What follows belongs to an exercise in optimizing a design on an open flow for small area, a short achievable clock period and few clock cycles per item; a production flow would make more cautious choices.
The RTL was checked by simulation tests, not by an equivalence proof against the original design.
No activity file was given, so power comes from the tool's default toggle rates.

[flow/config.mk]
export PLATFORM = sky130hd
export DESIGN_NAME = can_frame_parser
export DESIGN_NICKNAME = can_frame_parser
export VERILOG_FILES = /design/flow/design.v
export SDC_FILE = /design/flow/constraint.sdc
export NUM_CORES = 4
export LEC_CHECK = 0
export CAP_MARGIN = 20
export CORE_MARGIN = 2
export CORE_UTILIZATION = 50
export PLACE_DENSITY = 0.75
export SETUP_SLACK_MARGIN = 2.0
export SLEW_MARGIN = 20
[flow/constraint.sdc]
create_clock -name core_clock -period 6.0 [get_ports {clk}]
set_input_delay 1.2000 -clock core_clock [delete_from_list [all_inputs] [get_ports {clk}]]
set_output_delay 1.2000 -clock core_clock [all_outputs]
set_load 0.01 [all_outputs]
[flow/design.v]
module can_frame_parser (
    input  wire        clk,
    input  wire        rst,
    input  wire        in_valid,
    output wire        in_ready,
    input  wire [10:0] in_id,
    input  wire [3:0]  in_dlc,
    input  wire [63:0] in_data,
    output wire        rd_valid,
    input  wire        rd_ready,
    output wire        rd_last,
    output wire [7:0]  rd_field,
    output reg  [1:0]  rd_kind,
    output wire [16:0] rd_raw,
    output reg  [1:0]  rd_scale,
    output wire [55:0] rd_text,
    output wire [2:0]  rd_textlen,
    output wire        tx_valid,
    output wire [10:0] tx_id,
    output wire [3:0]  tx_dlc,
    output wire [63:0] tx_data,
    output wire        done,
    output reg  [5:0]  fault_bits,
    output wire [15:0] fault_count
);
    localparam [1:0] SEL_IDLE = 2'd0, SEL_A = 2'd1, SEL_B = 2'd2, SEL_C = 2'd3;
    localparam [1:0] K_NUM = 2'd0, K_ONOFF = 2'd1, K_LABEL = 2'd2, K_TEXT = 2'd3;
    localparam [4:0] P_NONE = 5'd0, P_282 = 5'd1, P_381 = 5'd2, P_382 = 5'd3,
                     P_481 = 5'd4, P_A1 = 5'd6, P_A3 = 5'd7,
                     P_B1 = 5'd8, P_C2 = 5'd9, P_C4 = 5'd10, P_C5 = 5'd11,
                     P_C6 = 5'd12, P_C8 = 5'd13, P_C9 = 5'd14, P_C14 = 5'd15,
                     P_OS0 = 5'd16;   
    reg [1:0]  sel;
    reg [3:0]  line;           
    reg        upload;
    reg        carry_valid;
    reg [7:0]  carry_byte;     
    reg [15:0] fc;
    assign fault_count = fc;
    reg        em;             
    reg        zd;             
    reg        eml;            
    reg        skip1;          
    reg        txp;            
    reg [1:0]  tx_code;
    reg        cst;            
    reg [2:0]  tlen;
    reg [55:0] dat;            
    wire [7:0] d1 = dat[7:0],   d2 = dat[15:8],  d3 = dat[23:16], d4 = dat[31:24];
    wire [7:0] d5 = dat[39:32], d6 = dat[47:40], d7 = dat[55:48];
    localparam [1:0] H_NEXT = 2'd0, H_ZERO = 2'd2, H_SEXT = 2'd3;
    function [21:0] enc(input [1:0] kd, input [1:0] sc, input [2:0] k, input [1:0] hm,
                        input sgn, input bitm);
        reg [6:0] ls;
        reg [7:0] hs;
    begin
        ls = (k == 3'd0) ? 7'd1 : (7'd1 << (k - 3'd1));
        hs = (hm == H_NEXT) ? (8'd1 << k) : 8'd0;
        enc = {kd, sc, ls, bitm, hs, hm == H_SEXT, sgn};
    end
    endfunction
    function [29:0] desc(input [4:0] plan, input [2:0] idx);
        reg [2:0] k;
        reg [1:0] hm;
        reg       sgn;      
        reg       bitm;     
        reg [7:0] fbase;
        reg [1:0] kd, sc;
    begin
        k     = 3'd1;
        hm    = H_NEXT;
        sgn   = 1'b0;
        bitm  = 1'b0;
        fbase = 8'd0;
        kd  = K_NUM;
        sc = 2'd0;
        case (plan)
            P_282: begin
                fbase = 8'h01;
                if (idx[0]) begin k = 3'd1; sgn = 1'b1; sc = 2'd2; end
                else begin k = 3'd7; hm = H_ZERO; end
            end
            P_381: begin
                fbase = 8'h03; sgn = 1'b1; sc = 2'd2;
                k = (idx == 3'd0) ? 3'd7 : (idx == 3'd1) ? 3'd2 : 3'd4;
            end
            P_382: begin fbase = 8'h06; k = 3'd1; sgn = 1'b1; sc = 2'd2; end
            P_481: begin
                fbase = 8'h07; hm = H_ZERO;
                case (idx)
                    3'd0: begin k = 3'd7; kd = K_LABEL; end
                    3'd1: begin k = 3'd1; kd = K_LABEL; end
                    3'd2: begin k = 3'd5; kd = K_ONOFF; bitm = 1'b1; end
                    3'd3: begin k = 3'd2; kd = K_ONOFF; bitm = 1'b1; end
                    3'd4: begin k = 3'd3; kd = K_ONOFF; bitm = 1'b1; end
                    default: begin k = 3'd6; kd = K_ONOFF; bitm = 1'b1; end
                endcase
            end
            P_A1: begin
                fbase = 8'h10;
                if (idx[0]) begin k = 3'd6; sgn = 1'b1; sc = 2'd2; end
                else begin k = 3'd5; hm = H_ZERO; sc = 2'd1; end
            end
            P_A3: begin fbase = 8'h12; k = 3'd1; hm = H_SEXT; sgn = 1'b1; end
            P_B1: begin fbase = 8'h18; kd = K_TEXT; end
            P_C2: begin fbase = 8'h20; sgn = 1'b1; sc = 2'd2; k = idx[0] ? 3'd4 : 3'd2; end
            P_C4: begin fbase = 8'h22; sgn = 1'b1; sc = 2'd2; k = idx[0] ? 3'd4 : 3'd6; end
            P_C5: begin
                fbase = 8'h24; sgn = 1'b1; sc = 2'd2;
                k = (idx == 3'd0) ? 3'd1 : (idx == 3'd1) ? 3'd3 : 3'd5;
            end
            P_C6: begin
                fbase = 8'h27;
                case (idx)
                    3'd0: begin k = 3'd0; sgn = 1'b1; sc = 2'd2; end
                    3'd1: begin k = 3'd2; end
                    3'd2: begin k = 3'd4; sc = 2'd1; end
                    3'd3: begin k = 3'd6; hm = H_ZERO; end
                    default: begin k = 3'd7; hm = H_ZERO; end
                endcase
            end
            P_C8: begin
                fbase = 8'h2C;
                if (idx[0]) begin k = 3'd2; sc = 2'd2; end
                else begin k = 3'd0; sc = 2'd1; end
            end
            P_C9: begin
                fbase = 8'h2E; sc = 2'd3;
                if (idx[0]) k = 3'd2;
                else k = 3'd0;
            end
            P_C14: begin fbase = 8'h30; k = 3'd2; sgn = 1'b1; sc = 2'd2; end
            default: if (plan[4]) begin
                fbase = {5'b10000, plan[2:0]};
                k = 3'd4;
                case (plan[2:0])
                    3'd0, 3'd1: begin sgn = 1'b1; sc = 2'd2; end
                    3'd5:       hm = H_ZERO;
                    default:    ;
                endcase
            end
        endcase
        desc = {fbase + {5'd0, idx}, enc(kd, sc, k, hm, sgn, bitm)};
    end
    endfunction
    function [21:0] descf(input [7:0] f);
        reg [2:0] k;
        reg [1:0] hm, kd, sc;
        reg       sgn, bitm;
    begin
        k    = 3'd2;
        hm   = H_NEXT;
        kd   = K_NUM;
        sc   = 2'd2;
        sgn  = 1'b1;
        bitm = 1'b0;
        case (f)
            8'h02: k = 3'd1;                                    
            8'h04: k = 3'd2;                                    
            8'h05: k = 3'd4;                                    
            8'h08: begin k = 3'd1; hm = H_ZERO; kd = K_LABEL; sc = 2'd0; sgn = 1'b0; end
            8'h09: begin k = 3'd5; hm = H_ZERO; kd = K_ONOFF; sc = 2'd0; sgn = 1'b0; bitm = 1'b1; end
            8'h0A: begin k = 3'd2; hm = H_ZERO; kd = K_ONOFF; sc = 2'd0; sgn = 1'b0; bitm = 1'b1; end
            8'h0B: begin k = 3'd3; hm = H_ZERO; kd = K_ONOFF; sc = 2'd0; sgn = 1'b0; bitm = 1'b1; end
            8'h0C: begin k = 3'd6; hm = H_ZERO; kd = K_ONOFF; sc = 2'd0; sgn = 1'b0; bitm = 1'b1; end
            8'h11: k = 3'd6;                                    
            8'h21: k = 3'd4;                                    
            8'h23: k = 3'd4;                                    
            8'h25: k = 3'd3;                                    
            8'h26: k = 3'd5;                                    
            8'h28: begin k = 3'd2; sc = 2'd0; sgn = 1'b0; end   
            8'h29: begin k = 3'd4; sc = 2'd1; sgn = 1'b0; end   
            8'h2A: begin k = 3'd6; hm = H_ZERO; sc = 2'd0; sgn = 1'b0; end
            8'h2B: begin k = 3'd7; hm = H_ZERO; sc = 2'd0; sgn = 1'b0; end
            8'h2D: begin k = 3'd2; sgn = 1'b0; end              
            8'h2F: begin k = 3'd2; sc = 2'd3; sgn = 1'b0; end   
            default: ;
        endcase
        descf = enc(kd, sc, k, hm, sgn, bitm);
    end
    endfunction
    function flast(input [7:0] f);
        case (f)
            8'h02, 8'h05, 8'h0C, 8'h11, 8'h21, 8'h23, 8'h26, 8'h2B, 8'h2D, 8'h2F:
                flast = 1'b1;
            default: flast = 1'b0;
        endcase
    endfunction
    reg [4:0] c_plan;       
    reg [2:0] c_idx;        
    reg       c_last;       
    reg [3:0] c_min;        
    reg       c_f4, c_f5;   
    reg       c_ncv;        
    reg       c_cst;        
    always @* begin
        c_plan = P_NONE;
        c_idx  = 3'd0;
        c_last = 1'b0;
        c_min  = 4'b0000;
        c_f4   = 1'b0;
        c_f5   = 1'b0;
        c_ncv  = carry_valid;
        c_cst  = 1'b0;
        case (sel)
            SEL_A: case (line)
                4'd1: begin c_plan = P_A1; c_min = 4'b1000; end
                4'd3: begin c_plan = P_A3; c_min = 4'b0001; c_last = 1'b1; end
                default: ;
            endcase
            SEL_B: if (line == 4'd1) begin c_plan = P_B1; c_last = 1'b1; end
            SEL_C: case (line)
                4'd2:  begin c_plan = P_C2; c_min = 4'b0100; end
                4'd4:  begin c_plan = P_C4; c_min = 4'b1000; end
                4'd5:  begin c_plan = P_C5; c_min = 4'b1000; c_f4 = carry_valid;
                             c_ncv = 1'b1; c_cst = 1'b1; end
                4'd6:  begin c_plan = P_C6; c_min = 4'b1000; c_f5 = !carry_valid;
                             c_ncv = 1'b0; c_idx = {2'd0, !carry_valid}; end
                4'd7:  begin c_min = 4'b1000; c_f4 = carry_valid;
                             c_ncv = 1'b1; c_cst = 1'b1; end
                4'd8:  begin c_plan = P_C8; c_min = 4'b1000; c_f5 = !carry_valid;
                             c_ncv = 1'b1; c_cst = 1'b1; c_idx = {2'd0, !carry_valid};
                             c_last = !carry_valid; end
                4'd9:  begin c_plan = P_C9; c_min = 4'b0010; c_f5 = !carry_valid;
                             c_ncv = 1'b0; c_idx = {2'd0, !carry_valid};
                             c_last = !carry_valid; end
                4'd14: begin c_plan = P_C14; c_min = 4'b0010; c_last = 1'b1; end
                default: ;
            endcase
            default: ;
        endcase
    end
    wire [29:0] c_desc    = desc(c_plan, c_idx);
    wire [3:0]  line_inc  = (line == 4'd15) ? line : line + 4'd1;
    wire [7:0] i0 = in_data[7:0], i1 = in_data[15:8], i2 = in_data[23:16], i3 = in_data[31:24];
    wire       dge1 = in_dlc >= 4'd1, dge3 = in_dlc >= 4'd3, dge4 = in_dlc >= 4'd4;
    wire       dge5 = in_dlc >= 4'd5, dge6 = in_dlc >= 4'd6, dge7 = in_dlc >= 4'd7;
    wire       dok  = in_dlc <= 4'd8;
    wire id282 = in_id == 11'h282, id381 = in_id == 11'h381;
    wire id382 = in_id == 11'h382, id481 = in_id == 11'h481;
    wire id_st = in_id == 11'h1c1;
    wire idfam = id_st || in_id == 11'h1c2 || in_id == 11'h1c3;
    wire c282 = dok && id282 && dge3;
    wire c381 = dok && id381 && dge6;
    wire c382 = dok && id382 && dge3;
    wire c481 = dok && id481 && dge7;
    wire s_short = dok && ((id282 && !dge3) || (id381 && !dge6) ||
                           (id382 && !dge3) || (id481 && !dge7));
    wire fam   = dok && idfam;
    wire pre_a = dge3 && i0 == 8'h41 && i1 == 8'h3f && i2 == 8'h50;
    wire pre_b = dge3 && i0 == 8'h41 && i1 == 8'h0f && i2 == 8'h34;
    wire pre_c = dge3 && i0 == 8'h41 && i1 == 8'h1d && i2 == 8'h50;
    wire pre   = fam && (pre_a || pre_b || pre_c);
    wire band  = fam && dge1 && i0[7:4] == 4'h4 && !(pre_a || pre_b || pre_c);
    wire cont  = fam && dge1 && (i0 == 8'h00 || i0 == 8'h10);
    wire t3 = dge4 && i0 == 8'h43 && i1 == 8'h30 && i2 == 8'h20 && i3 == 8'h01;
    wire t4 = dge4 && i0 == 8'h43 && i1 == 8'h30 && i2 == 8'h20 && i3 == 8'h02;
    wire t0 = dge3 && i0 == 8'h4B && i1 == 8'h10 && i2 == 8'h20;
    wire t1 = dge3 && i0 == 8'h4B && i1 == 8'h11 && i2 == 8'h20;
    wire t2 = dge3 && i0 == 8'h43 && i1 == 8'h20 && i2 == 8'h20;
    wire t5 = dge3 && i0 == 8'h4F && i1 == 8'h40 && i2 == 8'h20;
    wire t_fit   = (t0 || t1 || t2 || t3 || t4) ? dge6 : dge5;
    wire hit     = t0 || t1 || t2 || t3 || t4 || t5;
    wire os_ok   = band && hit && t_fit;
    wire os_short = band && hit && !t_fit;
    wire [2:0] t_idx = {t4 || t5, t2 || t3, t1 || t3 || t5};
    wire c_act   = cont && sel != SEL_IDLE;
    wire dge2 = in_dlc >= 4'd2, dge8 = in_dlc >= 4'd8;
    wire c_fit   = !((c_min[3] && !dge8) || (c_min[2] && !dge6) ||
                     (c_min[1] && !dge4) || (c_min[0] && !dge2));
    wire c_ok    = c_act && c_fit;
    wire c_short = c_act && !c_fit;
    wire hard    = !dok || s_short || os_short || c_short;
    wire lk0 = i0 > 8'h0F, lk1 = i1 > 8'h1F;
    wire [5:0] fbits = {c_ok && c_f5, c_ok && c_f4, c481 && lk1, c481 && lk0,
                        !dok, s_short || os_short || c_short};
    wire       fault = !dok || s_short || os_short || c_short ||
                       (c481 && (lk0 || lk1)) || (c_ok && (c_f4 || c_f5));
    wire [2:0]  idx481  = lk0 ? (lk1 ? 3'd2 : 3'd1) : 3'd0;
    wire        c_rd    = c_ok && (c_plan != P_NONE);
    wire        has_rd  = c282 || c381 || c382 || c481 || os_ok || c_rd;
    wire        f_last  = c382 || os_ok || (c_rd && c_last);
    wire [4:0]  os_plan = P_OS0 + {2'd0, t_idx};
    wire        q_os    = idfam && i0[7:4] == 4'h4;
    wire        q_cont  = idfam && (i0 == 8'h00 || i0 == 8'h10);
    wire [29:0] f_desc  = ({30{id282}} & desc(P_282, 3'd0)) |
                          ({30{id381}} & desc(P_381, 3'd0)) |
                          ({30{id382}} & desc(P_382, 3'd0)) |
                          ({30{id481}} & desc(P_481, idx481)) |
                          ({30{q_os}}  & desc(os_plan, 3'd0)) |
                          ({30{q_cont}} & c_desc);
    wire       n_tx    = id_st && ((pre && pre_c) || (cont && upload && !c_short));
    wire [1:0] n_code  = pre ? 2'd0 : (i0[4] ? 2'd2 : 2'd1);
    wire       n_cst   = c_ok && c_cst;
    wire       u_band  = band && !os_short;
    wire       u_off   = id_st && dok && !cont && !os_short;
    reg [2:0] n_tlen;
    integer j;
    always @* begin
        n_tlen = 3'd0;
        for (j = 1; j < 8; j = j + 1)
            if (in_data[8*j +: 8] != 8'd0 && j < in_dlc) n_tlen = j[2:0];
    end
    assign rd_valid = em;
    assign rd_last  = eml;
    assign done     = zd || (eml && rd_ready);
    assign in_ready = (!em && !eml) || (eml && rd_ready);
    wire   ce       = !em || (eml && rd_ready);
    wire   take     = in_valid && ce && !rst;
    wire        skip    = rd_field == 8'h07 && skip1;
    wire [7:0]  fld_nx  = {2'b00, rd_field[5:0] + {4'd0, skip, !skip}};
    wire [29:0] desc_nx = {fld_nx, descf(fld_nx)};
    reg [6:0] r_ls;       
    reg [7:0] r_hs;       
    reg       r_hx;       
    reg       r_sgn, r_bitm;
    reg       r_f7;       
    reg [5:0] r_f;        
    assign rd_field = {r_f7, 1'b0, r_f};
    reg [7:0] lo_b, hi_b, lo, hi;
    always @* begin
        lo_b = ({8{r_ls[0]}} & d1) | ({8{r_ls[1]}} & d2) | ({8{r_ls[2]}} & d3) |
               ({8{r_ls[3]}} & d4) | ({8{r_ls[4]}} & d5) | ({8{r_ls[5]}} & d6) |
               ({8{r_ls[6]}} & d7);
        hi_b = ({8{r_hs[0]}} & carry_byte) | ({8{r_hs[1]}} & d2) | ({8{r_hs[2]}} & d3) |
               ({8{r_hs[3]}} & d4) | ({8{r_hs[4]}} & d5) | ({8{r_hs[5]}} & d6) |
               ({8{r_hs[6]}} & d7) | ({8{r_hs[7]}} & d1);
        lo = {lo_b[7:1] & {7{!r_bitm}}, lo_b[0]};
        hi = hi_b | {8{r_hx & lo[7]}};
    end
    assign rd_raw     = {r_sgn & hi[7], hi, lo};
    assign rd_text    = dat;
    assign rd_textlen = tlen;
    assign tx_valid = txp;
    assign tx_id    = 11'h241;
    assign tx_dlc   = 4'd8;
    assign tx_data  = {56'd0, 6'b101000, tx_code};
    wire single = id282 || id381 || id481;
    always @(posedge clk) begin
        if (ce) begin
            skip1      <= id481 && lk1;
            {r_f7, r_f} <= {f_desc[29], f_desc[27:22]};
            {rd_kind, rd_scale, r_ls, r_bitm, r_hs, r_hx, r_sgn} <= f_desc[21:0];
            tx_code    <= n_code;
            cst        <= n_cst;
            tlen       <= n_tlen;
            fault_bits <= fbits;
            dat        <= {single ? i0 : in_data[63:56], in_data[55:25],
                           id481 ? in_data[52] : in_data[24], in_data[23:17],
                           id481 ? in_data[41] : in_data[16], in_data[15:8]};
        end else if (rd_ready) begin
            {r_f7, r_f} <= {desc_nx[29], desc_nx[27:22]};
            {rd_kind, rd_scale, r_ls, r_bitm, r_hs, r_hx, r_sgn} <= desc_nx[21:0];
        end
        if (done && cst) carry_byte <= d7;
        if (rst) begin
            em          <= 1'b0;
            zd          <= 1'b0;
            eml         <= 1'b0;
            txp         <= 1'b0;
            sel         <= SEL_IDLE;
            line        <= 4'd0;
            upload      <= 1'b0;
            carry_valid <= 1'b0;
            fc          <= 16'd0;
        end else begin
            if (ce) begin
                em  <= in_valid && has_rd;
                zd  <= in_valid && !has_rd;
                eml <= in_valid && f_last;
            end else if (rd_ready) begin
                eml <= flast(fld_nx);
            end
            txp <= take && n_tx;
            if (take) begin
                if (fault && ~&fc) fc <= fc + 16'd1;
                if (pre) begin
                    sel         <= pre_a ? SEL_A : pre_b ? SEL_B : SEL_C;
                    line        <= 4'd1;
                    carry_valid <= 1'b0;
                end else if (u_band) begin
                    sel         <= SEL_IDLE;
                    line        <= 4'd0;
                    carry_valid <= 1'b0;
                end else if (c_ok) begin
                    line        <= line_inc;
                    carry_valid <= c_ncv;
                end
                if (pre)
                    upload <= id_st && pre_c;
                else if (u_off)
                    upload <= 1'b0;
            end
        end
    end
endmodule
[flow/flow/run.sh]
#!/bin/bash
# Standard ORFS layout with fast port buffers and free cell resizing:
#  - ports are buffered with buf_2 instead of the default delay-buffer cell
#  - the resizer may swap a cell for any cell of the same function
#    (MATCH_CELL_FOOTPRINT=0), not only same-footprint ones.
set -euo pipefail
bash standard.sh MATCH_CELL_FOOTPRINT=0 \
  "BUFFER_PORTS_ARGS=-buffer_cell sky130_fd_sc_hd__buf_2" \
  finish > standard.log 2>&1
[flow/standard.sh]
#!/bin/bash
# synth_recipe.tcl (not shown) runs the flow's synth.tcl, then flattens the netlist and writes it again
# the make line also repeats each setting of config.mk as NAME=value (left out here)
make -C /OpenROAD-flow-scripts/flow DESIGN_CONFIG=/design/flow/config.mk WORK_HOME=/design/flow/orfs CLKGATE_MAP_FILE= SYNTH_SCRIPT=/design/flow/synth_recipe.tcl "${@:-finish}"
==> impl_metrics.toml, run 1 <==
[worst_setup_path]
r2r_cells = 13
arrival_ns = 2.47
r2r_slack_ns = 2.37
worst-path-stages = 6
critPathKind = "reg -> out"
critPathSlowestCell = "edfxtp_1"
reg2reg_from = "r_f[0]$_DFFE_PP_"
path_buf_inv = 1
worst_setup_path_end_kind = "primary output"
cpPeakStageDelay_ns = 0.57
worstPathRequired_ns = 4.80
cp_cell_sequence = "a222oi_1 > a31oi_1 > nand2_1 > nand4_1 > and2_1 > buf_2"
startpoint = "r_ls[0]$_DFFE_PP_"
worstSetupStartpointType = "flip-flop"
reg2reg_to = "eml$_SDFFE_PP0P_"
cp_max_fo = 8
cp_top_family = "simple AND/OR/NAND/NOR gates"
cp-endpoint = "rd_raw[16]"

[floorplan]
start_util_pct = 50.7
pin_count = 277
rows = 49
core_area_um2 = 17800
dieArea_um2 = 19200
die_w_um = 139
die_h_um = 139

[power_and_ir_drop]
swShare_pct = 24.3
clkPwrFrac_pct = 46.6
p_leak_nw = 4.21
p_sw_mw = 0.554
pwr-share-seq_pct = 45.9
p_per_area_nw_per_um2 = 219
pwr-share-comb_pct = 7.5
power.total_mw = 2.29
power.internal_mw = 1.73
peakVddDrop_mv = 0.195

[sta]
rsz0062_at_grt = "false"
relSlewSlack_pct = 40.8
setup_viol = 0
tightest_slew_ns = 0.888
fmax_mhz = 272
finClkSkew_ns = 0.0114
hold_violations = 0
fin_crit_sh_pct = 61.2
period_minus_slack_ns = 3.67
worst_slack_ns = 2.33
slew_viol_final = 0
setup_tns_ns = 0

[route]
routed_wirelength_um = 28800
detail_route.first_pass.iterations = 6
drt_iter0_markers = 871
vias = 8346
ant_nets = 0
wl_per_cell_um = 21.7
drt-vias-per-instance = 6.28
drc_errors = 0

[clock_network]
clkLatencyLatePin_ns = 0.43
clockBufferDepth = 2
cts-buffers-inserted = 17
cts_tree = "built"
postCtsSetupRepairBufs = 0
cts_root_buffer = "clkbuf_16"
ctsHtreeMaxLevel = 4
cts.clk_slew.worst_paths_ns = 0.06
clock_sinks = 134

[global_routing]
grt_pass1_vias = 7686
grt_use_total_pct = 28.9
grt_pass1_wl_um = 43500
overflow = 0
grt_start_max_net_pins = 57
antenna_found_initial = 2

[cells_and_area]
drive_gt1_share_pct = 27.3
layout_commonest_cell = "buf_2"
fin_nets = 1186
fin_cells = 1330
area.growth.synth_to_final_pct = 15.3
layout_common_cells = "buf_2, edfxtp_1, conb_1"

[placed_design]
gp_congestion = 0.959
port_buffers = 198
pre_cts_ws_ns = 1.99
place_hpwl_um = 22000
numPlacedInstances = 1297

[logic_synthesis]
syn_inst = 918
async_flop_share_pct = 0
syn_avg_cell_area_um2 = 9.85
synth_area_leader_cell = "edfxtp_1"
synth_area_um2 = 9050
ys_types = 106
netlist.area_leader.share_pct = 35.2
yosys_warnings = 1
synth-main-ff-cell = "edfxtp_1"
synth.ff_latch_count = 134
synth-edff-count = 106
ys_top_cells_by_area = "edfxtp_1, buf_4, dfxtp_1"
yosysSeqAreaShare_pct = 41.4

[min_path]
holdPathStages = 2
hold_path_class = "reg -> reg"

[run_status]
status = "no timing/DRC/antenna violations"

[flow_run]
max_cap_violations = 0
[synthesized netlist by cell type (21+ instances only)]
master    instances
dfxtp_1          28
nor3_1           21
clkbuf_1         27
buf_4            80
nand3_1          30
nand4_1          35
nand2_1          60
o21ai_0          27
edfxtp_1        106
a22oi_1          36
a21oi_1          41
nor2_1           64
[routing by layer]
layer / part of all wire (%) / GRT usage (%)
met1: 39 / 38.2
met2: 47 / 46.6
met3: 10 / 6.79
met4: 3.5 / 10.3
met5: 0.045 / 0
[power groups by stage]
stage          sequential, mW  clock [mW]  combinational, mW
6_report                 1.05        1.06              0.172
5_1_grt                  1.05        1.11              0.185
4_1_cts                  1.05        1.07              0.169
3_5_place_dp             1.07           0              0.168
3_3_place_gp             1.07           0              0.166
2_1_floorplan            1.07           0              0.109
[cells by family after synthesis]
| group | share of synthesized area, % |
|---|---|
| flip-flops | 41.4 |
| XOR/XNOR | 1.73 |
| multiplexers | 3.32 |
| AND/OR/NAND/NOR | 19.4 |
| other | 0.0830 |
| buffers and inverters | 10.1 |
| adder cells (fa/ha/maj) | 2.43 |
| AO/OA/AOI/OAI | 21.6 |
[metrics by stage]
stage          cell area [um^2]  util, %  hold slack (ns)
2_1_floorplan              9330        -            0.444
3_5_place_dp               9810     55.0            0.474
3_3_place_gp               9800     54.9            0.464
6_report                  10400     58.4            0.480
5_1_grt                   10400     58.4            0.509
4_1_cts                   10400     58.4            0.484
[state kept, by name (all words and copies together), names as in the netlist, 2 cells and up]
name	flops
dat	56
fc	16
carry_byte	8
r_hs	8
r_ls	7
fault_bits	6
r_f	6
line	4
tlen	3
rd_kind	2
rd_scale	2
sel	2
tx_code	2
[repair_timing]
item | CTS | global route
hold buffers | 0 | 0
resized for setup | 0 | 2
hold endpoints to repair | 0 | 0
setup endpoints to repair | 0 | 16
[tightest hold or removal path, stage by stage, from the launching register on]
cell	delay, ns
dfxtp_1	0.31
nand3_1	0.07
a21oi_1	0.05
[worst min-delay path by stage]
stage | startpoint | endpoint | slack (ns)
floorplan | upload$_SDFFE_PP0P_ | upload$_SDFFE_PP0P_ | 0.44
global route | upload$_SDFFE_PP0P_ | upload$_SDFFE_PP0P_ | 0.51
global placement | upload$_SDFFE_PP0P_ | upload$_SDFFE_PP0P_ | 0.46
detailed placement | upload$_SDFFE_PP0P_ | upload$_SDFFE_PP0P_ | 0.47
CTS | upload$_SDFFE_PP0P_ | upload$_SDFFE_PP0P_ | 0.48
finish | upload$_SDFFE_PP0P_ | upload$_SDFFE_PP0P_ | 0.48
[cell type report]
type | instances | area (um^2)
Fill cell | 1594 | 7410
Multi-Input combinational cell | 712 | 4700
Sequential cell | 134 | 3740
Tap cell | 229 | 287
Antenna cell | 1 | 2.50
Clock buffer | 17 | 425
Timing Repair Buffer | 201 | 1010
Clock inverter | 15 | 179
Inverter | 21 | 80.1
Testbench counts, summed over its fixed seeds: cycles 35,159, frames 20,000.
==> run 2: changes to the inputs <==
--- a/flow/config.mk
+++ b/flow/config.mk
@@ -7,7 +7,10 @@
 export LEC_CHECK = 0
 export CAP_MARGIN = 20
 export CORE_MARGIN = 2
-export CORE_UTILIZATION = 50
-export PLACE_DENSITY = 0.75
+export CORE_UTILIZATION = 35
+export CTS_BUF_LIST = sky130_fd_sc_hd__clkbuf_8
+export CTS_CLUSTER_DIAMETER = 150
+export CTS_CLUSTER_SIZE = 40
+export PLACE_DENSITY = 0.6
 export SETUP_SLACK_MARGIN = 2.0
 export SLEW_MARGIN = 20
==> run 2 against run 1 <==
Die area increased by 42%. Still clean. Largest cell class unchanged. Largest power group is now sequential cells. Non-clock buffer count unchanged. Worst setup slack is essentially flat. Clock skew increased by 0.0049 ns. Count of clock-buffer cells in the layout did not move.
==> impl_metrics.toml, run 2 <==
[flow_run]
max_cap_violations = 0

[route]
routed_wirelength_um = 31100
detail_route.first_pass.iterations = 6
drt_iter0_markers = 987
drt-vias-per-instance = 5.72
drc_errors = 0
vias = 8214
wl_per_cell_um = 21.6
ant_nets = 0

[power_and_ir_drop]
pwr-share-comb_pct = 8.6
clkPwrFrac_pct = 39.6
p_leak_nw = 4.12
power.internal_mw = 1.46
p_per_area_nw_per_um2 = 195
swShare_pct = 28.1
pwr-share-seq_pct = 51.8
p_sw_mw = 0.569
peakVddDrop_mv = 0.129

[clock_network]
postCtsSetupRepairBufs = 0
cts_hold_buf = 0
cts_root_buffer = "clkbuf_8"
clkLatencyLatePin_ns = 0.46
cts_tree = "built"
clockBufferDepth = 2
ctsHtreeMaxLevel = 4
post_cts_resized = 0
cts.clk_slew.worst_paths_ns = 0.09
cts-buffers-inserted = 17
clock_sinks = 134

[global_routing]
overflow = 0
grt_use_total_pct = 21.9
grt_pass1_wl_um = 44800
antenna_found_initial = 4
grt_start_max_net_pins = 60
grt_pass1_vias = 7531

[worst_setup_path]
r2r_cells = 13
cp_cell_sequence = "a222oi_1 > a31oi_1 > nand2_1 > nand4_1 > and2_1 > buf_2"
cp_max_fo = 8
arrival_ns = 2.47
reg2reg_from = "r_f[0]$_DFFE_PP_"
worstSetupStartpointType = "flip-flop"
critPathSlowestCell = "edfxtp_1"
worst_setup_path_end_kind = "primary output"
r2r_slack_ns = 2.40
critPathKind = "reg -> out"
startpoint = "r_ls[0]$_DFFE_PP_"
worstPathRequired_ns = 4.80
cpPeakStageDelay_ns = 0.56
cp-endpoint = "rd_raw[16]"
reg2reg_to = "r_hs[0]$_DFFE_PP_"

[sta]
rsz0062_at_grt = "false"
fmax_mhz = 272
relSlewSlack_pct = 30.5
fin_crit_sh_pct = 61.2
hold_violations = 0
period_minus_slack_ns = 3.67
finClkSkew_ns = 0.0163
setup_tns_ns = 0
tightest_slew_ns = 1.03
slew_viol_final = 0
setup_viol = 0

[logic_synthesis]
syn_inst = 918
ys_top_cells_by_area = "edfxtp_1, buf_4, dfxtp_1"
syn_avg_cell_area_um2 = 9.85
synth-edff-count = 106
yosysSeqAreaShare_pct = 41.4
synth.ff_latch_count = 134
synthMostInstantiatedCell = "edfxtp_1"
yosys_warnings = 1
synth_area_leader_cell = "edfxtp_1"
synthTopCellsByCount = "edfxtp_1, buf_4, nor2_1"
async_flop_share_pct = 0
ys_types = 106
synth-main-ff-cell = "edfxtp_1"
netlist.area_leader.share_pct = 35.2
synth_area_um2 = 9050

[cells_and_area]
reg_top3 = "dat: 56 flops, fc: 16 flops"
layout_common_cells = "buf_2, edfxtp_1, conb_1"
multi_input_comb_area_um2 = 4710
fin_nets = 1186
layout_commonest_cell = "buf_2"
drive_gt1_share_pct = 27.4
area.growth.synth_to_final_pct = 14.6
regArea_um2 = 3740
num-fill-cells = 2529
largest_register = "dat"
largest_register_ff_count = 56
fin_util_pct = 41.1

[floorplan]
rows = 58
die_h_um = 165
start_util_pct = 35.8
core_area_um2 = 25300
dieArea_um2 = 27100
pin_count = 277
die_w_um = 165

[placed_design]
gp_congestion = 0.905
port_buffers = 198
place_hpwl_um = 24300

[min_path]
hold_path_class = "reg -> reg"
holdPathStages = 1

[run_status]
status = "no timing/DRC/antenna violations"
-- run 2: changes by cell type in the layout (fill, tap and decap cells not counted), moves of 2 or more --
cell	before	now
clkbuf_8	0	17
inv_8	0	2
clkinv_4	5	2
clkbuf_16	17	0
clkinv_1	2	0
diode_2	1	5
inv_6	2	5
-- run 2: cell families (layout without fill, tap and decap cells) --
logic type | count (synthesis) | after routing | synth area share [%]
multiplexers | 24 | 24 | 3.32
XOR/XNOR | 17 | 17 | 1.73
AO/OA/AOI/OAI | 256 | 256 | 21.6
other | 2 | 83 | 0.0830
flip-flops | 134 | 134 | 41.4
buffers and inverters | 148 | 254 | 10.1
adder cells (fa/ha/maj) | 18 | 18 | 2.43
AND/OR/NAND/NOR | 319 | 319 | 19.4
-- run 2: power by group through the flow --
stage / registers, mW / logic, mW / clock network [mW]
after detailed placement: 1.07 / 0.171 / 0
after CTS: 1.05 / 0.172 / 0.817
after global routing: 1.05 / 0.191 / 0.844
final: 1.05 / 0.173 / 0.802
after floorplan: 1.07 / 0.109 / 0
after global placement: 1.07 / 0.170 / 0
-- run 2: worst min path at each step --
stage                               end  slack, ns                start
floorplan           upload$_SDFFE_PP0P_       0.44  upload$_SDFFE_PP0P_
global placement    upload$_SDFFE_PP0P_       0.46  upload$_SDFFE_PP0P_
detailed placement  upload$_SDFFE_PP0P_       0.47  upload$_SDFFE_PP0P_
CTS                 upload$_SDFFE_PP0P_       0.51  upload$_SDFFE_PP0P_
global route        upload$_SDFFE_PP0P_       0.52  upload$_SDFFE_PP0P_
finish               fc[0]$_SDFFE_PP0P_       0.51   fc[0]$_SDFFE_PP0P_
-- run 2: cell type report --
type	count	share of cell area (%)
Clock inverter	15	1.62
Tap cell	330	3.98
Antenna cell	5	0.121
Sequential cell	134	36.1
Inverter	21	0.772
Timing Repair Buffer	201	9.77
Multi-Input combinational cell	712	45.4
Clock buffer	17	2.26
-- run 2: metal layers --
metal,GRT usage [%],up-vias,wire length [um]
met1,28.7,3953,13000
met4,7.39,2,812
met5,0,-,7
met2,35.9,455,14700
met3,4.90,61,2570
li1,-,3743,-
-- run 2: stage by stage --
| stage | hold WS, ns | power (mW) | setup slack [ns] | instances | area [um^2] |
|---|---|---|---|---|---|
| floorplan | 0.444 | 1.18 | 2.68 | 994 | 9330 |
| global placement | 0.460 | 1.24 | 1.62 | 1398 | 9930 |
| detailed placement | 0.471 | 1.24 | 2.00 | 1398 | 9940 |
| CTS | 0.506 | 2.04 | 2.01 | 1430 | 10300 |
| global route | 0.520 | 2.08 | 2.08 | 1430 | 10400 |
| finish | 0.506 | 2.02 | 2.33 | 1435 | 10400 |
-- run 2: critical path: cells and delay by family, from the launching register on --
| family | cells | cell delay, ns |
|---|---|---|
| compound gates | 2 | 0.62 |
| simple gates | 3 | 0.70 |
| flops | 1 | 0.56 |
| buf+inv | 1 | 0.14 |
==> run 3: changes to the inputs <==
--- a/flow/config.mk
+++ b/flow/config.mk
@@ -12,5 +12,5 @@
 export CTS_CLUSTER_DIAMETER = 150
 export CTS_CLUSTER_SIZE = 40
 export PLACE_DENSITY = 0.6
-export SETUP_SLACK_MARGIN = 2.0
+export SETUP_SLACK_MARGIN = 2.25
 export SLEW_MARGIN = 20
==> run 3 against run 2 <==
Count of clock-buffer cells in the layout stayed put. Clock skew increased by 0.00099 ns. Sequential share of layout area fell by 0.20 points. Still clean on timing, DRC and antenna. Worst setup slack gained 0.12 ns. First-iteration DRC count increased by 6.2%. Register-to-register slack gained 0.07 ns. Routed wire length decreased by 0.21%. Sequential power is essentially flat. Combinational power barely moved. Die area is the same. Largest cell class unchanged. Largest power group unchanged.
==> impl_metrics.toml, run 3 <==
[placed_design]
placed_area_um2 = 9940
gp_congestion = 0.905
place_hpwl_um = 24300
port_buffers = 198

[logic_synthesis]
yosys_warnings = 1
synth_area_um2 = 9050
synthMostInstantiatedCell = "edfxtp_1"
synth_area_leader_cell = "edfxtp_1"
synthTopCellsByCount = "edfxtp_1, buf_4, nor2_1"
async_flop_share_pct = 0
yosysSeqAreaShare_pct = 41.4
synth-main-ff-cell = "edfxtp_1"
synth.ff_latch_count = 134
syn_inst = 918
syn_avg_cell_area_um2 = 9.85
netlist.area_leader.share_pct = 35.2
ys_types = 106
ys_top_cells_by_area = "edfxtp_1, buf_4, dfxtp_1"
synth-edff-count = 106

[cells_and_area]
layout_common_cells = "buf_2, edfxtp_1, conb_1"
fin_nets = 1189
area.growth.synth_to_final_pct = 15.3
drive_gt1_share_pct = 27.9
largest_register = "dat"
reg_top3 = "dat: 56 flops, fc: 16 flops"
num-fill-cells = 2527
final_area_um2 = 10400
largest_register_ff_count = 56
layout_commonest_cell = "buf_2"
fin_util_pct = 41.3

[route]
wl_per_cell_um = 21.6
drt-vias-per-instance = 5.72
vias = 8224
drc_errors = 0
ant_nets = 0
detail_route.first_pass.iterations = 6
routed_wirelength_um = 31000
drt_iter0_markers = 1048

[min_path]
holdPathStages = 1
hold_path_class = "reg -> reg"
holdPathEnd = "fc[0]$_SDFFE_PP0P_"
hp-start = "fc[0]$_SDFFE_PP0P_"

[clock_network]
clkLatencyLatePin_ns = 0.46
clock_sinks = 134
cts_tree = "built"
ctsHtreeMaxLevel = 4
cts_root_buffer = "clkbuf_8"
cts-buffers-inserted = 17
clockBufferDepth = 2
cts_hold_buf = 0
cts.clk_slew.worst_paths_ns = 0.09

[floorplan]
rows = 58
die_h_um = 165
start_util_pct = 35.8
dieArea_um2 = 27100
core_area_um2 = 25300
pin_count = 277
die_w_um = 165

[power_and_ir_drop]
peakVddDrop_mv = 0.129
p_per_area_nw_per_um2 = 194
p_leak_nw = 4.14

[worst_setup_path]
cp_max_fo = 13
r2r_cells = 10
worstPathRequired_ns = 6.36
reg2reg_from = "line[2]$_SDFFE_PP0P_"
worstSetupStartpointType = "input port"
arrival_ns = 3.91
r2r_slack_ns = 2.47
critPathKind = "in -> reg"
worst_setup_path_end_kind = "flip-flop"
reg2reg_to = "r_f[4]$_DFFE_PP_"

[sta]
fin_crit_sh_pct = 59.3
finClkSkew_ns = 0.0172
period_minus_slack_ns = 3.56
setup_viol = 0
relSlewSlack_pct = 30.1
setup_tns_ns = 0
rsz0062_at_grt = "false"
slew_viol_final = 0
fmax_mhz = 281
tightest_slew_ns = 1.03
hold_violations = 0

[global_routing]
grt_pass1_vias = 7543
grt_use_total_pct = 21.9
grt_pass1_wl_um = 44800
overflow = 0
grt_start_max_net_pins = 60
antenna_found_initial = 4

[run_status]
status = "no timing/DRC/antenna violations"

[flow_run]
max_cap_violations = 0
## run 3: logic make-up (layout without fill, tap and decap cells)
logic type                 count (synthesis)  after routing  share of synthesized area, %
and+or+nand+nor                          319            319                          19.4
adders and majority gates                 18             18                          2.43
buffers and inverters                    148            257                          10.1
xor gates and xnor gates                  17             17                          1.73
other                                      2             83                        0.0830
DFF                                      134            134                          41.4
AOI/OAI and AO/OA                        256            256                          21.6
muxes                                     24             24                          3.32
## run 3: worst max path at each step
stage                     startpoint                   to  cells after the start
floorplan                   rd_ready     r_f[2]$_DFFE_PP_                      6
global placement            rd_ready   fc[5]$_SDFFE_PP0P_                      9
detailed placement          rd_ready    r_hs[0]$_DFFE_PP_                      8
CTS                 r_f[0]$_DFFE_PP_    r_hs[0]$_DFFE_PP_                     13
global route                rd_ready  fc[15]$_SDFFE_PP0P_                      9
finish                      in_id[5]  fc[15]$_SDFFE_PP0P_                      8
## run 3: repair_timing
item	CTS	global route
setup buffers	0	3
gates resized for setup	1	9
setup endpoints to repair	14	18
## run 3: critical path: stages
cell	delay, ns
buf_2	0.11
nor3b_2	0.42
o2111ai_2	0.31
nor3_2	0.44
o211ai_2	0.28
o21a_1	0.51
a21oi_1	0.28
mux2_2	0.35
## run 3: metrics by stage
stage	total power [mW]	setup WS [ns]	hold slack (ns)	cells
floorplan	1.18	2.68	0.444	994
global placement	1.24	1.62	0.460	1398
detailed placement	1.24	2.00	0.471	1398
CTS	2.04	2.25	0.506	1430
global route	2.08	2.26	0.520	1433
finish	2.02	2.44	0.506	1438
## run 3: area by class of cell
class	count	area [um^2]	share of cell area, %
well taps	330	413	3.96
flip-flops and latches	134	3740	35.9
multi-input cells	712	4740	45.5
repair buffers	204	1040	9.93
clock inverters	15	168	1.61
clock buffers	17	234	2.24
inverters	21	80.1	0.768
diodes	5	12.5	0.120
## run 3: per-layer routing
layer | global-route usage [%] | vias to the layer above | routed length (um)
met5 | 0 | - | 7
met4 | 7.83 | 2 | 954
met3 | 4.90 | 68 | 2490
met2 | 35.7 | 444 | 14500
met1 | 28.7 | 3953 | 13000
li1 | - | 3757 | -
## run 3: where the power goes
part / internal, mW / leakage, nW / switching (mW)
logic: 0.0553 / 2.54 / 0.118
clock network: 0.380 / 0.199 / 0.423
registers: 1.02 / 1.39 / 0.0280
==> run 4: changes to the inputs <==
==> flow/flow/run.sh (replaced) <==
#!/bin/bash
# Standard ORFS layout with fast port buffers and free cell resizing:
#  - ports are buffered with buf_1 instead of the default delay-buffer cell
#  - the resizer may swap a cell for any cell of the same function
#    (MATCH_CELL_FOOTPRINT=0), not only same-footprint ones.
set -euo pipefail
bash standard.sh MATCH_CELL_FOOTPRINT=0 \
  "BUFFER_PORTS_ARGS=-buffer_cell sky130_fd_sc_hd__buf_1" \
  finish > standard.log 2>&1
--- a/flow/config.mk
+++ b/flow/config.mk
@@ -8,9 +8,6 @@
 export CAP_MARGIN = 20
 export CORE_MARGIN = 2
 export CORE_UTILIZATION = 35
-export CTS_BUF_LIST = sky130_fd_sc_hd__clkbuf_8
-export CTS_CLUSTER_DIAMETER = 150
-export CTS_CLUSTER_SIZE = 40
 export PLACE_DENSITY = 0.6
-export SETUP_SLACK_MARGIN = 2.25
+export SETUP_SLACK_MARGIN = 2.0
 export SLEW_MARGIN = 20
==> run 4 against run 3 <==
Register-to-register slack barely moved. Via count fell by 1.0%. Sequential share of layout area is 0.30 points higher. Power up 15%. Largest power group is now clock. Critical path type is now reg -> out. Highest routed layer is now met4. Routed wire length hardly changed. Non-clock buffer count stayed put. Critical path depth is 2 lower. Still clean. Core utilization down 0.34 points. Global-route usage up 0.30 points. Worst hold slack got worse by 0.025 ns. Clock power increased by 39%. Synthesized cell count is the same.
==> impl_metrics.toml, run 4 <==
[logic_synthesis]
syn_inst = 918
yosys_warnings = 1
synth-edff-count = 106
syn_avg_cell_area_um2 = 9.85
yosysSeqAreaShare_pct = 41.4
synth_area_um2 = 9050
synth_area_leader_cell = "edfxtp_1"
synth-main-ff-cell = "edfxtp_1"
netlist.area_leader.share_pct = 35.2
synthMostInstantiatedCell = "edfxtp_1"
async_flop_share_pct = 0
ys_types = 106
ys_top_cells_by_area = "edfxtp_1, buf_4, dfxtp_1"
synthTopCellsByCount = "edfxtp_1, buf_4, nor2_1"
synth.ff_latch_count = 134

[placed_design]
numPlacedInstances = 1400
gp_congestion = 0.937
place_hpwl_um = 24100
port_buffers = 198

[cells_and_area]
largest_register = "dat"
fin_nets = 1189
layout_common_cells = "buf_1, edfxtp_1, conb_1"
drive_gt1_share_pct = 9.70
reg_top3 = "dat: 56 flops, fc: 16 flops"
largest_register_ff_count = 56
layout_commonest_cell = "buf_1"
area.growth.synth_to_final_pct = 14.4
fin_cells = 1435
num-fill-cells = 2564

[clock_network]
clock_sinks = 134
ctsHtreeMaxLevel = 4
cts_tree = "built"
clockBufferDepth = 2
cts_root_buffer = "clkbuf_16"
cts-buffers-inserted = 17
cts.clk_slew.worst_paths_ns = 0.07
cts_hold_buf = 0
clkLatencyLatePin_ns = 0.43

[flow_run]
max_cap_violations = 0

[worst_setup_path]
worstPathRequired_ns = 4.80
startpoint = "r_ls[0]$_DFFE_PP_"
worstSetupStartpointType = "flip-flop"
r2r_cells = 13
reg2reg_from = "r_f[0]$_DFFE_PP_"
reg2reg_to = "eml$_SDFFE_PP0P_"
worst_setup_path_end_kind = "primary output"
cp_max_fo = 8
critPathKind = "reg -> out"
r2r_slack_ns = 2.46
arrival_ns = 2.45

[route]
drc_errors = 0
vias = 8140
ant_nets = 0
detail_route.first_pass.iterations = 6
drt-vias-per-instance = 5.67
routed_wirelength_um = 31000
wl_per_cell_um = 21.6
drt_iter0_markers = 961

[sta]
rsz0062_at_grt = "false"
relSlewSlack_pct = 31.4
fin_crit_sh_pct = 60.8
slew_viol_final = 0
tightest_slew_ns = 1.01
setup_tns_ns = 0
setup_viol = 0
fmax_mhz = 274
hold_violations = 0
finClkSkew_ns = 0.0123
period_minus_slack_ns = 3.65

[power_and_ir_drop]
peakVddDrop_mv = 0.175
p_sw_mw = 0.602
pwr-share-comb_pct = 6.8
p_leak_nw = 3.60
power.internal_mw = 1.73
swShare_pct = 25.8
clkPwrFrac_pct = 48.2
power.total_mw = 2.33
p_per_area_nw_per_um2 = 226
pwr-share-seq_pct = 45.0

[floorplan]
dieArea_um2 = 27100
start_util_pct = 35.8
die_h_um = 165
pin_count = 277
core_area_um2 = 25300
rows = 58
die_w_um = 165

[global_routing]
grt_use_total_pct = 22.2
grt_pass1_vias = 7589
overflow = 0
grt_pass1_wl_um = 45400
antenna_found_initial = 2
grt_start_max_net_pins = 66

[run_status]
status = "no timing/DRC/antenna violations"

[min_path]
hp-start = "upload$_SDFFE_PP0P_"
holdPathStages = 2
hold_path_class = "reg -> reg"
holdPathEnd = "upload$_SDFFE_PP0P_"
==> run 4: timing repair <==
action                     in CTS  in global routing
resized for setup               0                  3
setup endpoints to repair       0                 14
setup buffers                   0                  1
==> run 4: area by class of cell <==
cell class / count / area, um^2 / area share [%]
clock inverter: 14 / 186 / 1.80
tap: 330 / 413 / 3.99
timing repair buffer: 204 / 788 / 7.62
multi-input combinational: 712 / 4700 / 45.4
antenna: 2 / 5.00 / 0.0484
sequential: 134 / 3740 / 36.2
clock buffer: 18 / 429 / 4.15
inverter: 21 / 80.1 / 0.774
==> run 4: cell families after synthesis <==
family / Yosys count / share of synthesized area [%]
adder cells (fa/ha/maj): 18 / 2.43
AND/OR/NAND/NOR: 319 / 19.4
multiplexers: 24 / 3.32
other: 2 / 0.0830
XOR/XNOR: 17 / 1.73
AO/OA/AOI/OAI: 256 / 21.6
flip-flops: 134 / 41.4
buffers and inverters: 148 / 10.1
==> run 4: power by group through the flow <==
stage               clock [mW]  sequential (mW)  combinational, mW
floorplan                    0             1.07              0.109
global placement             0             1.07              0.157
detailed placement           0             1.07              0.158
CTS                       1.14             1.05              0.159
global route              1.18             1.05              0.177
finish                    1.12             1.05              0.159
==> run 4: stage by stage <==
| step | util, % | worst slack, ns | hold WS, ns | cell area, um^2 |
|---|---|---|---|---|
| floorplan | - | 2.68 | 0.444 | 9330 |
| global placement | 38.4 | 1.70 | 0.463 | 9700 |
| detailed placement | 38.4 | 1.75 | 0.465 | 9700 |
| CTS | 40.9 | 2.18 | 0.474 | 10300 |
| global route | 40.9 | 2.07 | 0.509 | 10300 |
| finish | 41.0 | 2.35 | 0.480 | 10300 |
==> run 4: critical path, stage by stage, from the launching register on <==
cell and delay (ns):
edfxtp_1 0.55, a222oi_1 0.40, a31oi_1 0.17, nand2_1 0.32
nand4_1 0.21, and2_1 0.24, buf_1 0.13
==> run 4: worst max-delay path by stage <==
stage | depth (start not counted) | slack, ns | to
after floorplan | 6 | 2.68 | r_f[2]$_DFFE_PP_
after CTS | 9 | 2.18 | fc[1]$_SDFFE_PP0P_
final | 6 | 2.35 | rd_raw[16]
after global routing | 13 | 2.07 | eml$_SDFFE_PP0P_
after detailed placement | 9 | 1.75 | fc[1]$_SDFFE_PP0P_
after global placement | 9 | 1.70 | fc[13]$_SDFFE_PP0P_
==> run 4: routing by layer <==
metal / vias up / routed length [um] / GRT usage, %
li1: 3748 / - / -
met1: 3881 / 12700 / 28.2
met2: 447 / 14500 / 36.4
met3: 64 / 2690 / 5.50
met4: 0 / 1040 / 8.77
met5: - / 0 / 0
==> run 5: changes to the inputs <==
--- a/flow/design.v
+++ b/flow/design.v
@@ -179,11 +179,28 @@
         descf = enc(kd, sc, k, hm, sgn, bitm);
     end
     endfunction
-    function flast(input [7:0] f);
+    function [22:0] descn(input [7:0] f, input skip1);
         case (f)
-            8'h02, 8'h05, 8'h0C, 8'h11, 8'h21, 8'h23, 8'h26, 8'h2B, 8'h2D, 8'h2F:
-                flast = 1'b1;
-            default: flast = 1'b0;
+            8'h07: descn = skip1 ? {1'b0, descf(8'h09)} : {1'b0, descf(8'h08)};
+            8'h01: descn = {1'b1, descf(8'h02)};
+            8'h03: descn = {1'b0, descf(8'h04)};
+            8'h04: descn = {1'b1, descf(8'h05)};
+            8'h08: descn = {1'b0, descf(8'h09)};
+            8'h09: descn = {1'b0, descf(8'h0A)};
+            8'h0A: descn = {1'b0, descf(8'h0B)};
+            8'h0B: descn = {1'b1, descf(8'h0C)};
+            8'h10: descn = {1'b1, descf(8'h11)};
+            8'h20: descn = {1'b1, descf(8'h21)};
+            8'h22: descn = {1'b1, descf(8'h23)};
+            8'h24: descn = {1'b0, descf(8'h25)};
+            8'h25: descn = {1'b1, descf(8'h26)};
+            8'h27: descn = {1'b0, descf(8'h28)};
+            8'h28: descn = {1'b0, descf(8'h29)};
+            8'h29: descn = {1'b0, descf(8'h2A)};
+            8'h2A: descn = {1'b1, descf(8'h2B)};
+            8'h2C: descn = {1'b1, descf(8'h2D)};
+            8'h2E: descn = {1'b1, descf(8'h2F)};
+            default: descn = {1'b0, descf(8'h00)};
         endcase
     endfunction
     reg [4:0] c_plan;       
@@ -261,8 +278,8 @@
     wire t5 = dge3 && i0 == 8'h4F && i1 == 8'h40 && i2 == 8'h20;
     wire t_fit   = (t0 || t1 || t2 || t3 || t4) ? dge6 : dge5;
     wire hit     = t0 || t1 || t2 || t3 || t4 || t5;
-    wire os_ok   = band && hit && t_fit;
-    wire os_short = band && hit && !t_fit;
+    wire os_ok   = fam && hit && t_fit;
+    wire os_short = fam && hit && !t_fit;
     wire [2:0] t_idx = {t4 || t5, t2 || t3, t1 || t3 || t5};
     wire c_act   = cont && sel != SEL_IDLE;
     wire dge2 = in_dlc >= 4'd2, dge8 = in_dlc >= 4'd8;
@@ -274,8 +291,8 @@
     wire lk0 = i0 > 8'h0F, lk1 = i1 > 8'h1F;
     wire [5:0] fbits = {c_ok && c_f5, c_ok && c_f4, c481 && lk1, c481 && lk0,
                         !dok, s_short || os_short || c_short};
-    wire       fault = !dok || s_short || os_short || c_short ||
-                       (c481 && (lk0 || lk1)) || (c_ok && (c_f4 || c_f5));
+    wire       fault = !dok || s_short || os_short || (c_act && (!c_fit || c_f4 || c_f5)) ||
+                       (c481 && (lk0 || lk1));
     wire [2:0]  idx481  = lk0 ? (lk1 ? 3'd2 : 3'd1) : 3'd0;
     wire        c_rd    = c_ok && (c_plan != P_NONE);
     wire        has_rd  = c282 || c381 || c382 || c481 || os_ok || c_rd;
@@ -309,7 +326,8 @@
     wire   take     = in_valid && ce && !rst;
     wire        skip    = rd_field == 8'h07 && skip1;
     wire [7:0]  fld_nx  = {2'b00, rd_field[5:0] + {4'd0, skip, !skip}};
-    wire [29:0] desc_nx = {fld_nx, descf(fld_nx)};
+    wire [22:0] dn      = descn(rd_field, skip1);
+    wire [29:0] desc_nx = {fld_nx, dn[21:0]};
     reg [6:0] r_ls;       
     reg [7:0] r_hs;       
     reg       r_hx;       
@@ -326,9 +344,9 @@
                ({8{r_hs[3]}} & d4) | ({8{r_hs[4]}} & d5) | ({8{r_hs[5]}} & d6) |
                ({8{r_hs[6]}} & d7) | ({8{r_hs[7]}} & d1);
         lo = {lo_b[7:1] & {7{!r_bitm}}, lo_b[0]};
-        hi = hi_b | {8{r_hx & lo[7]}};
+        hi = hi_b | {8{r_hx & lo_b[7]}};
     end
-    assign rd_raw     = {r_sgn & hi[7], hi, lo};
+    assign rd_raw     = {(r_sgn & hi_b[7]) | (r_hx & lo_b[7]), hi, lo};
     assign rd_text    = dat;
     assign rd_textlen = tlen;
     assign tx_valid = txp;
@@ -369,7 +387,7 @@
                 zd  <= in_valid && !has_rd;
                 eml <= in_valid && f_last;
             end else if (rd_ready) begin
-                eml <= flast(fld_nx);
+                eml <= dn[22];
             end
             txp <= take && n_tx;
             if (take) begin
==> flow/flow/run.sh (replaced) <==
#!/bin/bash
# Standard ORFS layout with fast port buffers and free cell resizing:
#  - ports are buffered with buf_2 instead of the default delay-buffer cell
#  - the resizer may swap a cell for any cell of the same function
#    (MATCH_CELL_FOOTPRINT=0), not only same-footprint ones.
set -euo pipefail
bash standard.sh MATCH_CELL_FOOTPRINT=0 \
  "BUFFER_PORTS_ARGS=-buffer_cell sky130_fd_sc_hd__buf_2" \
  finish > standard.log 2>&1
--- a/flow/config.mk
+++ b/flow/config.mk
@@ -8,6 +8,9 @@
 export CAP_MARGIN = 20
 export CORE_MARGIN = 2
 export CORE_UTILIZATION = 35
+export CTS_BUF_LIST = sky130_fd_sc_hd__clkbuf_8
+export CTS_CLUSTER_DIAMETER = 150
+export CTS_CLUSTER_SIZE = 40
 export PLACE_DENSITY = 0.6
-export SETUP_SLACK_MARGIN = 2.0
+export SETUP_SLACK_MARGIN = 2.25
 export SLEW_MARGIN = 20
==> run 5 against run 4 <==
Power fell by 14%. Combinational power rose by 7%. Largest cell class unchanged. Design area fell by 2.8%. Final cell count fell by 0.14%. Routed wire length rose by 0.70%. Highest routed layer unchanged. Non-clock buffer count did not move. Area after synthesis fell by 4.6%. Count of clock-buffer cells in the layout fell by 1. Clock skew rose by 0.0024 ns. Largest power group is now sequential cells.
==> impl_metrics.toml, run 5 <==
[min_path]
hold_path_class = "reg -> reg"
hp-start = "zd$_SDFFE_PP0N_"

[clock_network]
cts_root_buffer = "clkbuf_8"
ctsHtreeMaxLevel = 4
cts-buffers-inserted = 17
cts.clk_slew.worst_paths_ns = 0.09
clock_sinks = 134
cts_hold_buf = 0
clkLatencyLatePin_ns = 0.46
cts_tree = "built"
clockBufferDepth = 2

[sta]
setup_tns_ns = 0
rsz0062_at_grt = "false"
fin_crit_sh_pct = 61.1
tightest_slew_ns = 0.967
hold_violations = 0
finClkSkew_ns = 0.0147
setup_viol = 0
worst_slack_ns = 2.33
period_minus_slack_ns = 3.67
relSlewSlack_pct = 35.3
slew_viol_final = 0
fmax_mhz = 273

[logic_synthesis]
synth-edff-count = 106
async_flop_share_pct = 0
ys_types = 81
synth_area_leader_cell = "edfxtp_1"
yosys_warnings = 1
netlist.area_leader.share_pct = 36.9
syn_inst = 915
ys_top_cells_by_area = "edfxtp_1, buf_4, dfxtp_1"
synth-main-ff-cell = "edfxtp_1"
synth_area_um2 = 8630
synth.ff_latch_count = 134
yosysSeqAreaShare_pct = 43.4
syn_avg_cell_area_um2 = 9.43
synthMostInstantiatedCell = "edfxtp_1"
synthTopCellsByCount = "edfxtp_1, buf_4, nor2_1"

[cells_and_area]
reg_top3 = "dat: 56 flops, fc: 16 flops"
largest_register = "dat"
area.growth.synth_to_final_pct = 16.6
num-fill-cells = 2469
layout_commonest_cell = "buf_2"
layout_common_cells = "buf_2, edfxtp_1, conb_1"
fin_nets = 1191
drive_gt1_share_pct = 24.4
largest_register_ff_count = 56

[global_routing]
grt_pass1_wl_um = 46000
grt_start_max_net_pins = 53
grt_pass1_vias = 7503
overflow = 0
antenna_found_initial = 3
grt_use_total_pct = 23.3

[route]
routed_wirelength_um = 31200
vias = 8231
drt-vias-per-instance = 5.74
detail_route.first_pass.iterations = 6
drc_errors = 0
ant_nets = 0
drt_iter0_markers = 1252
wl_per_cell_um = 21.8

[worst_setup_path]
cpPeakStageDelay_ns = 0.57
worstSetupStartpointType = "input port"
arrival_ns = 4.02
cp_cell_sequence = "buf_2 > or4bb_1 > nor4_4 > or4b_4 > a211oi_2 > nor3_1 > a31oi_4 > buf_12 > nand4_1 > mux2_2"
worst_setup_path_end_kind = "flip-flop"
critPathKind = "in -> reg"
reg2reg_from = "line[0]$_SDFFE_PP0P_"
startpoint = "in_id[9]"
critPathSlowestCell = "or4b_4"
worstPathRequired_ns = 6.35
cp_max_fo = 13

[power_and_ir_drop]
pwr-share-seq_pct = 52.3
clkPwrFrac_pct = 39.2
power.total_mw = 2.00
pwr-share-comb_pct = 8.5
peakVddDrop_mv = 0.0985
power.internal_mw = 1.46
p_sw_mw = 0.544
p_per_area_nw_per_um2 = 199
swShare_pct = 27.2
p_leak_nw = 4.00

[floorplan]
rows = 57
die_w_um = 161
core_area_um2 = 24200
pin_count = 277
dieArea_um2 = 25900
start_util_pct = 35.6
die_h_um = 161

[run_status]
status = "no timing/DRC/antenna violations"

[flow_run]
max_cap_violations = 0

[placed_design]
gp_congestion = 0.923
pre_cts_ws_ns = 1.48
place_hpwl_um = 24000
port_buffers = 198
-- run 5: cell types whose count changed after synthesis, moves of 8 or more --
cell / change
mux2_4: -9
nor4_1: +8
nor2_1: +13
nand4_1: -14
a21oi_1: +9
a21oi_2: -9
nor3_1: +12
buf_2: -8
o21ai_0: +11
o21ai_1: -9
-- run 5: what timing repair did --
action,in CTS,in global routing
buffers inserted,2,0
setup endpoints to repair,18,18
pin swaps,1,0
resized for setup,3,3
endpoints found under the hold margin,0,0
gates cloned,1,0
-- run 5: through the flow --
stage / hold WS (ns) / utilization [%] / cells / cell area, um^2
2_1_floorplan: 0.449 / - / 991 / 8910
3_3_place_gp: 0.474 / 39.5 / 1396 / 9580
3_5_place_dp: 0.488 / 39.5 / 1396 / 9580
4_1_cts: 0.505 / 41.4 / 1431 / 10000
5_1_grt: 0.546 / 41.5 / 1432 / 10100
6_report: 0.504 / 41.5 / 1433 / 10100
-- run 5: logic make-up (layout without fill, tap and decap cells) --
logic type               Yosys count  after routing  share of synthesized area (%)
AO/OA/AOI/OAI                    243            244                           19.6
XOR/XNOR                           9              9                          0.914
adder cells (fa/ha/maj)           14             14                           2.12
buffers and inverters            148            263                           10.0
flip-flops                       134            134                           43.4
multiplexers                      21             21                           2.61
other                              2             80                         0.0870
AND/OR/NAND/NOR                  344            344                           21.3
-- run 5: worst paths after layout --
kind / endpoint / slack, ns / cells after the start
setup / recovery: fc[9]$_SDFFE_PP0P_ / 2.33 / 10
hold / removal: zd$_SDFFE_PP0N_ / 0.50 / 1
setup reg to reg: r_ls[1]$_DFFE_PP_ / 2.47 / 8
hold reg to reg: zd$_SDFFE_PP0N_ / 0.50 / 1
-- run 5: power by group through the flow --
stage / sequential, mW / clock, mW / combinational, mW
floorplan: 1.07 / 0 / 0.103
global placement: 1.07 / 0 / 0.164
detailed placement: 1.07 / 0 / 0.164
CTS: 1.04 / 0.800 / 0.167
global route: 1.05 / 0.838 / 0.184
finish: 1.05 / 0.784 / 0.170
-- run 5: critical path, delay by kind of cell --
family / cells / cell delay, ns
muxes: 1 / 0.29
AOI/OAI and AO/OA: 2 / 0.42
and+or+nand+nor: 5 / 1.81
buffers and inverters: 2 / 0.28
-- run 5: final cells by class --
class	count	area (um^2)	area share (%)
antenna	2	5.00	0.0498
clock buffer	17	234	2.33
clock inverter	15	166	1.65
inverter	27	104	1.03
multi-input combinational	710	4350	43.3
sequential	134	3740	37.2
tap	324	405	4.03
timing repair buffer	204	1050	10.4
-- run 5: metal layers --
metal | part of all wire (%) | wire [um] | vias up | global-route usage [%]
li1 | - | - | 3712 | -
met1 | 42 | 13000 | 3973 | 30.8
met2 | 48 | 14900 | 494 | 38.8
met3 | 8.7 | 2710 | 52 | 5.24
met4 | 1.9 | 578 | 0 | 5.88
met5 | 0 | 0 | - | 0
Testbench counts of run 5, summed over its fixed seeds: cycles 35,159, frames 20,000.
==> run 6: changes to the inputs <==
==> flow/flow/run.sh (replaced) <==
#!/bin/bash
# Standard ORFS layout with fast port buffers and free cell resizing:
#  - ports are buffered with buf_1 instead of the default delay-buffer cell
#  - the resizer may swap a cell for any cell of the same function
#    (MATCH_CELL_FOOTPRINT=0), not only same-footprint ones.
set -euo pipefail
bash standard.sh MATCH_CELL_FOOTPRINT=0 \
  "BUFFER_PORTS_ARGS=-buffer_cell sky130_fd_sc_hd__buf_1" \
  finish > standard.log 2>&1
--- a/flow/config.mk
+++ b/flow/config.mk
@@ -12,5 +12,5 @@
 export CTS_CLUSTER_DIAMETER = 150
 export CTS_CLUSTER_SIZE = 40
 export PLACE_DENSITY = 0.6
-export SETUP_SLACK_MARGIN = 2.25
+export SETUP_SLACK_MARGIN = 2.5
 export SLEW_MARGIN = 20
==> run 6 against run 5 <==
Maximum frequency grew 4.1%. Die area is the same. Core utilization grew 0.24 points. Routed wire length grew 0.82%. Sequential power is essentially flat. Critical path depth is the same. Register-to-register slack gained 0.25 ns. Design area grew 0.59%. Worst setup slack gained 0.14 ns. Worst hold slack lost 0.020 ns. Final cell count grew 1.3%. Global-route usage is essentially flat. Critical path type unchanged. Largest cell class unchanged.
==> impl_metrics.toml, run 6 <==
[run_status]
status = "no timing/DRC/antenna violations"

[floorplan]
die_w_um = 161
pin_count = 277
rows = 57
dieArea_um2 = 25900
core_area_um2 = 24200
die_h_um = 161

[clock_network]
ctsHtreeMaxLevel = 4
clkLatencyLatePin_ns = 0.46
cts_root_buffer = "clkbuf_8"
cts_hold_buf = 0
clock_sinks = 134
cts-buffers-inserted = 17
cts.clk_slew.worst_paths_ns = 0.09
clockBufferDepth = 2

[worst_setup_path]
worstSetupStartpointType = "input port"
critPathSlowestCell = "or4b_4"
worstPathRequired_ns = 6.35
reg2reg_from = "line[0]$_SDFFE_PP0P_"
cpMostUsedCell = "or4b_4"
critPathKind = "in -> reg"
worst_setup_path_end_kind = "flip-flop"
r2r_cells = 8
r2r_slack_ns = 2.72
cp_cell_sequence = "buf_1 > or4b_4 > nor4_4 > or4b_4 > a211oi_4 > nor3_4 > a31oi_4 > buf_12 > nand4_1 > mux2_4"

[route]
met1_length_um = 12900
met2_length_um = 14900
drt_iter0_markers = 1293
dr_wl_met3_um = 2890
dr.max_layer_used = "met4"
ant_nets = 0
detail_route.first_pass.iterations = 7
wl_per_cell_um = 21.7
drt-vias-per-instance = 5.81

[sta]
period_minus_slack_ns = 3.53
rsz0062_at_grt = "true"
fmax_mhz = 284
setup_tns_ns = 0
timing.hold.ws_ns = 0.484
finClkSkew_ns = 0.0143
setup_viol = 0
hold_violations = 0
tightest_slew_ns = 0.973

[logic_synthesis]
synthMostInstantiatedCell = "edfxtp_1"
async_flop_share_pct = 0
syn_avg_cell_area_um2 = 9.43
synth_area_um2 = 8630
synth-edff-count = 106
yosys_warnings = 1
ys_types = 81
synth_area_leader_cell = "edfxtp_1"
yosysSeqAreaShare_pct = 43.4

[cells_and_area]
fin_nets = 1210
reg_top3 = "dat: 56 flops, fc: 16 flops"
layout_commonest_cell = "buf_1"
layout_common_cells = "buf_1, edfxtp_1, conb_1"

[flow_run]
max_cap_violations = 0

[placed_design]
gp_congestion = 0.957
pre_cts_ws_ns = 1.58
port_buffers = 198
place_hpwl_um = 23900

[global_routing]
grt_pass1_vias = 7587
antenna_found_initial = 1
grt_start_max_net_pins = 43
grt_use_total_pct = 23.3
overflow = 0

[power_and_ir_drop]
peakVddDrop_mv = 0.0860
p_leak_nw = 3.52
p_per_area_nw_per_um2 = 200

[min_path]
holdPathEnd = "upload$_SDFFE_PP0P_"
hold_path_class = "reg -> reg"
==> run 6: cells by family after synthesis <==
| kind of cell | share of synthesized area (%) |
|---|---|
| AO/OA/AOI/OAI | 19.6 |
| XOR/XNOR | 0.914 |
| adder cells (fa/ha/maj) | 2.12 |
| buffers and inverters | 10.0 |
| flip-flops | 43.4 |
| multiplexers | 2.61 |
| other | 0.0870 |
| AND/OR/NAND/NOR | 21.3 |
==> run 6: layout make-up <==
| class | count | area (um^2) |
|---|---|---|
| well taps | 324 | 405 |
| flip-flops and latches | 134 | 3740 |
| diodes | 1 | 2.50 |
| clock buffers | 17 | 234 |
| multi-input cells | 710 | 4460 |
| repair buffers | 223 | 981 |
| inverters | 27 | 103 |
| clock inverters | 15 | 185 |
| fillers | 2460 | 14100 |
==> run 6: repair_timing <==
| action | CTS | global route |
|---|---|---|
| hold endpoints to repair | 0 | 0 |
| pin swaps | 6 | 2 |
| endpoints found under the setup margin | 25 | 38 |
| resized for setup | 16 | 17 |
| setup buffers | 7 | 11 |
| gates cloned | 2 | 0 |
==> run 6: layer usage <==
layer | GRT usage (%) | vias up
li1 | - | 3743
met1 | 30.5 | 4062
met2 | 38.3 | 548
met3 | 5.57 | 73
met4 | 6.94 | 0
met5 | 0 | -
==> run 6: through the flow <==
stage               std cells  instance area [um^2]  util (%)
floorplan                 991                  8920         -
global placement         1398                  9350      38.6
detailed placement       1398                  9350      38.6
CTS                      1439                  9940      41.0
global route             1451                 10100      41.7
finish                   1451                 10100      41.7
==> run 6: report_power, final <==
part           total [mW]  switching [mW]  internal (mW)  leakage (nW)
sequential           1.05          0.0263           1.02          1.39
combinational       0.165           0.117         0.0479          1.92
clock               0.809           0.422          0.387         0.209
total                2.02           0.565           1.45          3.52
==> run 6: worst max path at each step <==
stage / startpoint / end / slack [ns]
after floorplan: in_id[3] / fc[3]$_SDFFE_PP0P_ / 2.38
after global placement: in_id[8] / fc[5]$_SDFFE_PP0P_ / 1.69
final: in_id[3] / fc[5]$_SDFFE_PP0P_ / 2.47
after global routing: in_dlc[3] / zd$_SDFFE_PP0N_ / 2.44
after CTS: in_id[9] / fc[5]$_SDFFE_PP0P_ / 2.50
after detailed placement: in_id[3] / fc[9]$_SDFFE_PP0P_ / 1.58
==> run 6: worst max-delay path, delay by kind of cell <==
| family | cells | cell delay (ns) |
|---|---|---|
| AO/OA/AOI/OAI | 2 | 0.44 |
| AND/OR/NAND/NOR | 5 | 1.69 |
| buffers and inverters | 2 | 0.21 |
| multiplexers | 1 | 0.31 |

Setup slack of run 6, layout unchanged: 2.475 ns with ideal ports, 2.502 ns with driving cells assumed (clock clkbuf_16, inputs buf_2), 2.005 ns with port delays also shifted by the 0.497 ns mid clock arrival.
